Background: an optimization exercise with open tools, aiming at small area. Do not read the settings as production practice.
RTL that was checked went through simulation tests only; none was proved equivalent to the original.
Power and IR drop assume default switching activity.

==> flow/design.v <==
module solar16_core (
    input  wire        clk,
    input  wire        rst,           
    input  wire [16:0] prog_len,      
    output wire        imem_req,
    output wire [15:0] imem_addr,
    input  wire        imem_ack,
    input  wire [31:0] imem_rdata,
    output wire        dmem_req,
    output wire        dmem_we,
    output wire [15:0] dmem_addr,
    output wire [7:0]  dmem_wdata,
    input  wire        dmem_ack,
    input  wire [7:0]  dmem_rdata,
    output wire        in_req,
    input  wire        in_ack,
    input  wire        in_eof,
    input  wire [20:0] in_char,
    output wire        out_valid,
    output wire [7:0]  out_data,
    output wire [1:0]  run_state,     
    output wire [2:0]  fault_cause,
    output wire [16:0] fault_pc,
    output wire [7:0]  fault_opcode,
    output wire [7:0]  fault_operand,
    output wire [16:0] pc_out,
    output wire        z_out,
    input  wire [3:0]  dbg_sel,
    output wire [15:0] dbg_reg
);
    localparam S_CLEAR = 5'd0,    
               S_FETCH = 5'd1,    
               S_FWAIT = 5'd2,    
               S_EXEC  = 5'd3,    
               S_RS    = 5'd4,    
               S_RD    = 5'd5,    
               S_CAPA  = 5'd6,    
               S_MUL   = 5'd7,    
               S_SH    = 5'd8,    
               S_MQ1   = 5'd9,    
               S_MW1   = 5'd10,
               S_MQ2   = 5'd11,   
               S_MW2   = 5'd12,
               S_INQ   = 5'd13,   
               S_INW   = 5'd14,
               S_HALT  = 5'd15,
               S_SHX   = 5'd16,   
               S_F1    = 5'd17,   
               S_F2    = 5'd18,
               S_F3    = 5'd19,
               S_F4    = 5'd20;
    localparam O_ADD = 4'd0, O_SUB = 4'd1, O_MUL = 4'd2, O_MOV = 4'd3,
               O_LD  = 4'd4, O_ST  = 4'd5, O_CLR = 4'd6, O_CMP = 4'd7,
               O_AND = 4'd8, O_NOT = 4'd9, O_OR  = 4'd10, O_XOR = 4'd11,
               O_SHL = 4'd12, O_SHR = 4'd13, O_IN = 4'd14;
    reg [4:0]   state;
    reg [3:0]   opc;
    reg [3:0]   kr;          
    reg [3:0]   cnt;
    reg [16:0]  pc;
    reg         zf;
    reg [31:0]  ir;
    reg [255:0] ring;
    wire [15:0] A  = ir[15:0];
    wire [15:0] B  = ir[31:16];
    wire [15:0] w0 = ring[15:0];
    wire [7:0] op  = A[7:0];
    reg legal, uses1, uses2;
    always @(*) begin
        legal = 1'b1; uses1 = 1'b0; uses2 = 1'b0;
        case (op)
            8'h00, 8'h01, 8'h02, 8'h11, 8'h12, 8'h13, 8'h41, 8'h44, 8'h45:
                uses1 = 1'b1;
            8'h03, 8'h04, 8'h05, 8'h10, 8'h30, 8'h40, 8'h42, 8'h43: begin
                uses1 = 1'b1; uses2 = 1'b1;
            end
            8'h20, 8'h21, 8'h22, 8'h23, 8'hF0, 8'hFF: ;
            default: legal = 1'b0;
        endcase
    end
    wire bad1 = uses1 && (A[15:12] != 4'd0);
    wire bad2 = uses2 && (B[7:4] != 4'd0);
    wire ok   = legal && !bad1 && !bad2;
    reg [3:0] dec_opc;
    always @(*) begin
        case (op)
            8'h00, 8'h03: dec_opc = O_ADD;
            8'h01, 8'h04: dec_opc = O_SUB;
            8'h02, 8'h05: dec_opc = O_MUL;
            8'h10:        dec_opc = O_MOV;
            8'h11:        dec_opc = (B == 16'hFF10) ? O_IN : O_LD;
            8'h12:        dec_opc = O_ST;
            8'h13:        dec_opc = O_CLR;
            8'h30:        dec_opc = O_CMP;
            8'h40:        dec_opc = O_AND;
            8'h41:        dec_opc = O_NOT;
            8'h42:        dec_opc = O_OR;
            8'h43:        dec_opc = O_XOR;
            8'h44:        dec_opc = O_SHL;
            default:      dec_opc = O_SHR;
        endcase
    end
    wire jump = (op == 8'h20) || (op == 8'h21 && zf) || (op == 8'h22 && !zf);
    wire hit_rd = (kr == 4'd15);             
    wire hit_rs = (cnt == B[3:0]);
    wire st_rd   = (state == S_RD);
    wire st_mul  = (state == S_MUL);
    wire st_sh   = (state == S_SH);
    wire st_exec = (state == S_EXEC);
    wire is_shr  = (opc == O_SHR);
    wire [3:0] sh_lim = is_shr ? ~A[3:0] : A[3:0];
    wire sh_on = (kr < sh_lim);
    wire [3:0] kin = st_mul ? kr : (st_sh && is_shr && hit_rd) ? ~A[3:0] : 4'hF;
    wire [15:0] mask;
    genvar gi;
    generate
        for (gi = 0; gi < 16; gi = gi + 1) begin : g_mask
            assign mask[gi] = (gi <= kin);
        end
    endgenerate
    wire xw  = st_rd;                         
    wire xb  = st_mul || st_sh;               
    wire sub = st_rd && (opc == O_SUB);
    wire [15:0] bsh = {B[14:0], 1'b0};
    wire [15:0] ax = (w0 & {16{xw}}) | (bsh & {16{xb}}) | (pc[15:0] & {16{st_exec}});
    wire [15:0] ay = st_mul  ? (A & mask & {16{B[15]}}) :
                     st_sh   ? 16'd0 :
                     st_exec ? 16'd4 : (B ^ {16{sub}});
    wire        cin = sub || (state == S_MQ1) || (st_sh && is_shr && B[15]);
    wire [16:0] cy;
    wire [16:0] asum;
    assign cy[0] = cin;
    generate
        for (gi = 0; gi < 16; gi = gi + 1) begin : g_add
            assign asum[gi] = ax[gi] ^ ay[gi] ^ cy[gi];
            assign cy[gi+1] = (ax[gi] & ay[gi]) | (cy[gi] & (ax[gi] ^ ay[gi]));
        end
    endgenerate
    assign asum[16] = cy[16];
    wire [15:0] msum = (asum[15:0] & mask) | (bsh & ~mask & {16{st_mul}});
    reg [3:0] lut;
    always @(*) begin
        case (state)
            S_CLEAR:        lut = 4'b0000;
            S_RS, S_CAPA:   lut = 4'b1100;           
            S_RD: case (opc)
                O_AND:      lut = 4'b1000;
                O_OR:       lut = 4'b1110;
                O_XOR, O_CMP: lut = 4'b0110;
                O_NOT:      lut = 4'b0011;
                O_CLR:      lut = 4'b0000;
                O_IN:       lut = A[0] ? 4'b0000 : 4'b1010;    
                default:    lut = 4'b1010;           
            endcase
            default:        lut = 4'b1010;           
        endcase
    end
    wire [15:0] lres = (w0 & B & {16{lut[3]}}) | (w0 & ~B & {16{lut[2]}}) |
                       (~w0 & B & {16{lut[1]}}) | (~w0 & ~B & {16{lut[0]}});
    wire        in_zero = in_eof || (in_char == 21'd10);
    wire [15:0] ext = (state == S_INW) ? in_char[15:0] : {dmem_rdata, A[15:8]};
    wire use_sum = (st_rd && (opc == O_ADD || opc == O_SUB)) || st_mul ||
                   (st_sh && !(hit_rd && !is_shr)) || (state == S_MQ1) ||
                   (st_exec && !jump);
    wire use_ext = (state == S_MW1) || (state == S_MW2) || (state == S_INW);
    wire [15:0] bus = use_sum ? msum : use_ext ? ext : lres;
    wire bus_zero = (bus == 16'd0);
    wire we = (state == S_CLEAR) ||
              (hit_rd && ((st_rd && opc != O_CMP) || st_mul || st_sh));
    always @(posedge clk)
        ring <= {we ? bus : w0, ring[255:16]};
    always @(posedge clk)
        if (state == S_CLEAR || (st_exec && ok && op != 8'h23))
            pc <= {use_sum & asum[16], bus};
    always @(posedge clk)
        kr <= st_exec ? cnt - A[11:8] : kr + 4'd1;
    wire pc_ok = (pc[1:0] == 2'b00) && (pc[16:2] < prog_len[16:2]);
    assign imem_req  = (state == S_FETCH) && pc_ok;
    assign imem_addr = pc[15:0];
    assign dmem_req  = (state == S_MQ1) || (state == S_MQ2);
    assign dmem_we   = (opc == O_ST);
    assign dmem_addr = B;
    assign dmem_wdata = A[7:0];
    assign in_req    = (state == S_INQ);
    assign out_valid = (state == S_MQ1) && (opc == O_ST) && (B == 16'hFF00);
    assign out_data  = A[7:0];
    wire faulted = (state == S_F1) || (state == S_F2) || (state == S_F3) || (state == S_F4);
    assign run_state   = faulted ? 2'd2 : (state == S_HALT) ? 2'd1 : 2'd0;
    assign fault_cause = (state == S_F1) ? 3'd1 : (state == S_F2) ? 3'd2 :
                         (state == S_F3) ? 3'd3 : (state == S_F4) ? 3'd4 : 3'd0;
    assign fault_pc    = faulted ? pc : 17'd0;
    assign fault_opcode  = (state == S_F1 || state == S_F4) ? A[7:0] : 8'd0;
    assign fault_operand = (state == S_F4) ? ((A[15:12] != 4'd0) ? A[15:8] : B[7:0]) : 8'd0;
    assign pc_out  = pc;
    assign z_out   = zf;
    wire [3:0] dpos = dbg_sel - cnt;
    reg [15:0] dbg_or;
    integer di;
    always @(*) begin
        dbg_or = 16'd0;
        for (di = 0; di < 16; di = di + 1)
            dbg_or = dbg_or | (ring[16 * di +: 16] & {16{dpos == di}});
    end
    assign dbg_reg = dbg_or;
    always @(posedge clk) begin
        if (rst) begin
            state <= S_CLEAR;
            cnt   <= 4'd0;
        end else begin
            cnt <= cnt + 4'd1;
            if (hit_rd && ((st_rd && opc != O_MOV && opc != O_LD && opc != O_IN) || st_mul || st_sh))
                zf <= bus_zero;
            case (state)
                S_CLEAR: begin
                    zf <= 1'b0;
                    if (cnt == 4'd15) state <= S_FETCH;
                end
                S_FETCH: begin
                    if (pc[1:0] != 2'b00)  state <= S_F2;
                    else if (!pc_ok)       state <= S_F3;
                    else                   state <= S_FWAIT;
                end
                S_FWAIT: if (imem_ack) begin
                    ir    <= imem_rdata;
                    state <= S_EXEC;
                end
                S_EXEC: begin
                    opc <= dec_opc;
                    if (!legal)                state <= S_F1;
                    else if (bad1 || bad2)     state <= S_F4;
                    else case (op)
                        8'h00, 8'h01, 8'h13, 8'h41: state <= S_RD;
                        8'h02, 8'h12:               state <= S_CAPA;
                        8'h44, 8'h45:               state <= S_SHX;
                        8'h11: state <= (B == 16'hFF10) ? S_INQ : S_MQ1;
                        8'h20, 8'h21, 8'h22, 8'hFF: state <= S_FETCH;
                        8'h23: state <= S_HALT;
                        8'hF0: begin zf <= 1'b0; state <= S_FETCH; end
                        default: state <= S_RS;     
                    endcase
                end
                S_SHX: begin
                    ir[15:0] <= bus;                
                    state    <= S_CAPA;
                end
                S_RS: if (hit_rs) begin
                    ir[31:16] <= bus;
                    state     <= (opc == O_MUL) ? S_CAPA : S_RD;
                end
                S_CAPA: if (hit_rd) begin
                    if (opc == O_SHL || opc == O_SHR) ir[31:16] <= bus;
                    else                              ir[15:0]  <= bus;
                    state <= (opc == O_MUL) ? S_MUL : (opc == O_ST) ? S_MQ1 : S_SH;
                end
                S_RD:  if (hit_rd) state <= S_FETCH;
                S_MUL: begin
                    ir[31:16] <= bus;
                    if (hit_rd) state <= S_FETCH;
                end
                S_SH: begin
                    if (sh_on) ir[31:16] <= bus;
                    if (hit_rd) state <= S_FETCH;
                end
                S_MQ1: begin
                    ir[31:16] <= bus;               
                    state     <= S_MW1;
                end
                S_MW1: if (dmem_ack) begin
                    ir[15:0] <= bus;                
                    state    <= S_MQ2;
                end
                S_MQ2: state <= S_MW2;
                S_MW2: if (dmem_ack) begin
                    ir[31:16] <= bus;
                    state     <= (opc == O_LD) ? S_RD : S_FETCH;
                end
                S_INQ: state <= S_INW;
                S_INW: if (in_ack) begin
                    ir[31:16] <= bus;
                    ir[0]     <= in_zero;
                    state     <= S_RD;
                end
                default: ;   
            endcase
        end
    end
endmodule
export LEC_CHECK = 0
export CAP_MARGIN = 20
export CORE_MARGIN = 2
export CORE_UTILIZATION = 55
export CTS_BUF_LIST = sky130_fd_sc_hd__clkbuf_8
export CTS_CLUSTER_DIAMETER = 80
export CTS_CLUSTER_SIZE = 14
export PLACE_DENSITY = 0.7
export SLEW_MARGIN = 20
create_clock -name core_clock -period 10.0 [get_ports {clk}]
standard.sh (not shown) runs the stock make flow with config.mk's settings and CLKGATE_MAP_FILE= SYNTH_SCRIPT=/design/flow/synth_recipe.tcl, a recipe that flattens the netlist after the stock synthesis.
==> flow/flow/run.sh <==
#!/bin/bash
# Standard layout, with the port buffers made of the smallest buffer cell and
# the resizer kept to small signal buffers.
set -euo pipefail
T=$PWD/flow/small_bufs.tcl
bash standard.sh 'BUFFER_PORTS_ARGS=-buffer_cell sky130_fd_sc_hd__buf_1' \
  "PRE_FLOORPLAN_TCL=$T" "PRE_GLOBAL_PLACE_TCL=$T" "PRE_RESIZE_TCL=$T" \
  "PRE_REPAIR_TIMING_POST_PLACE_TCL=$T" "PRE_GLOBAL_ROUTE_TCL=$T" finish > flow_make.log 2>&1
==> flow/flow/small_bufs.tcl <==
# Keep the resizer's buffers small: signal buffers up to drive strength 2.
set_dont_use {sky130_fd_sc_hd__buf_4 sky130_fd_sc_hd__buf_6 sky130_fd_sc_hd__buf_8 sky130_fd_sc_hd__buf_12 sky130_fd_sc_hd__buf_16 sky130_fd_sc_hd__bufbuf_8 sky130_fd_sc_hd__bufbuf_16}
The starting point completed with no timing, DRC or antenna violations.
Then changed:
--- a/flow/design.v
+++ b/flow/design.v
@@ -53,5 +53,5 @@
                O_LD  = 4'd4, O_ST  = 4'd5, O_CLR = 4'd6, O_CMP = 4'd7,
                O_AND = 4'd8, O_NOT = 4'd9, O_OR  = 4'd10, O_XOR = 4'd11,
-               O_SHL = 4'd12, O_SHR = 4'd13, O_IN = 4'd14;
+               O_SHL = 4'd12, O_SHR = 4'd13;
     reg [4:0]   state;
     reg [3:0]   opc;
@@ -89,5 +89,5 @@
             8'h02, 8'h05: dec_opc = O_MUL;
             8'h10:        dec_opc = O_MOV;
-            8'h11:        dec_opc = (B == 16'hFF10) ? O_IN : O_LD;
+            8'h11:        dec_opc = O_LD;
             8'h12:        dec_opc = O_ST;
             8'h13:        dec_opc = O_CLR;
@@ -150,5 +150,4 @@
                 O_NOT:      lut = 4'b0011;
                 O_CLR:      lut = 4'b0000;
-                O_IN:       lut = A[0] ? 4'b0000 : 4'b1010;    
                 default:    lut = 4'b1010;           
             endcase
@@ -158,6 +157,6 @@
     wire [15:0] lres = (w0 & B & {16{lut[3]}}) | (w0 & ~B & {16{lut[2]}}) |
                        (~w0 & B & {16{lut[1]}}) | (~w0 & ~B & {16{lut[0]}});
-    wire        in_zero = in_eof || (in_char == 21'd10);
-    wire [15:0] ext = (state == S_INW) ? in_char[15:0] : {dmem_rdata, A[15:8]};
+    wire [15:0] in_value = (in_eof || in_char == 21'd10) ? 16'd0 : in_char[15:0];
+    wire [15:0] ext = (state == S_INW) ? in_value : {dmem_rdata, A[15:8]};
     wire use_sum = (st_rd && (opc == O_ADD || opc == O_SUB)) || st_mul ||
                    (st_sh && !(hit_rd && !is_shr)) || (state == S_MQ1) ||
@@ -170,7 +169,4 @@
     always @(posedge clk)
         ring <= {we ? bus : w0, ring[255:16]};
-    always @(posedge clk)
-        if (state == S_CLEAR || (st_exec && ok && op != 8'h23))
-            pc <= {use_sum & asum[16], bus};
     always @(posedge clk)
         kr <= st_exec ? cnt - A[11:8] : kr + 4'd1;
@@ -207,13 +203,12 @@
             state <= S_CLEAR;
             cnt   <= 4'd0;
+            pc    <= 17'd0;
+            zf    <= 1'b0;
         end else begin
             cnt <= cnt + 4'd1;
-            if (hit_rd && ((st_rd && opc != O_MOV && opc != O_LD && opc != O_IN) || st_mul || st_sh))
+            if (hit_rd && ((st_rd && opc != O_MOV && opc != O_LD) || st_mul || st_sh))
                 zf <= bus_zero;
             case (state)
-                S_CLEAR: begin
-                    zf <= 1'b0;
-                    if (cnt == 4'd15) state <= S_FETCH;
-                end
+                S_CLEAR: if (cnt == 4'd15) state <= S_FETCH;
                 S_FETCH: begin
                     if (pc[1:0] != 2'b00)  state <= S_F2;
@@ -227,4 +222,6 @@
                 S_EXEC: begin
                     opc <= dec_opc;
+                    if (ok && op != 8'h23)
+                        pc <= {use_sum & asum[16], bus};
                     if (!legal)                state <= S_F1;
                     else if (bad1 || bad2)     state <= S_F4;
@@ -278,5 +275,4 @@
                 S_INW: if (in_ack) begin
                     ir[31:16] <= bus;
-                    ir[0]     <= in_zero;
                     state     <= S_RD;
                 end
Effect: Global-route usage goes down by 0.90 points; total power shrinks by 15%; clock-buffer cell count stays the same; die area is about the same; setup slack gets better by 0.036 ns; via count is lower by 0.30%.
Only the layout flow was run in the first run of this note; the RTL was not checked for function there.

[re-timing with driven ports]
Ports are ideal in the flow. The routed layouts listed here were re-timed in OpenROAD.
Step 1 assumes that a clkbuf_16 drives the clock port and a buf_2 every other input.
Step 2, shift: input delay + t, output delay - t, t = (earliest + latest rising clock arrival at the registers) / 2. This alone moves slack from input paths to output paths.
Three values: no drivers, after step 1, after step 2; two values: the first two.
run | t (ns) | setup slack, ns | worst setup path at the end | cell pins on the clock port's net
the first run | 0.635 | 0.367 / 0.367 / 0.367 | register to register | 1
the second run | 0.612 | 0.403 / 0.403 / 0.403 | register to register | 1
After both steps every run listed still meets setup and hold.
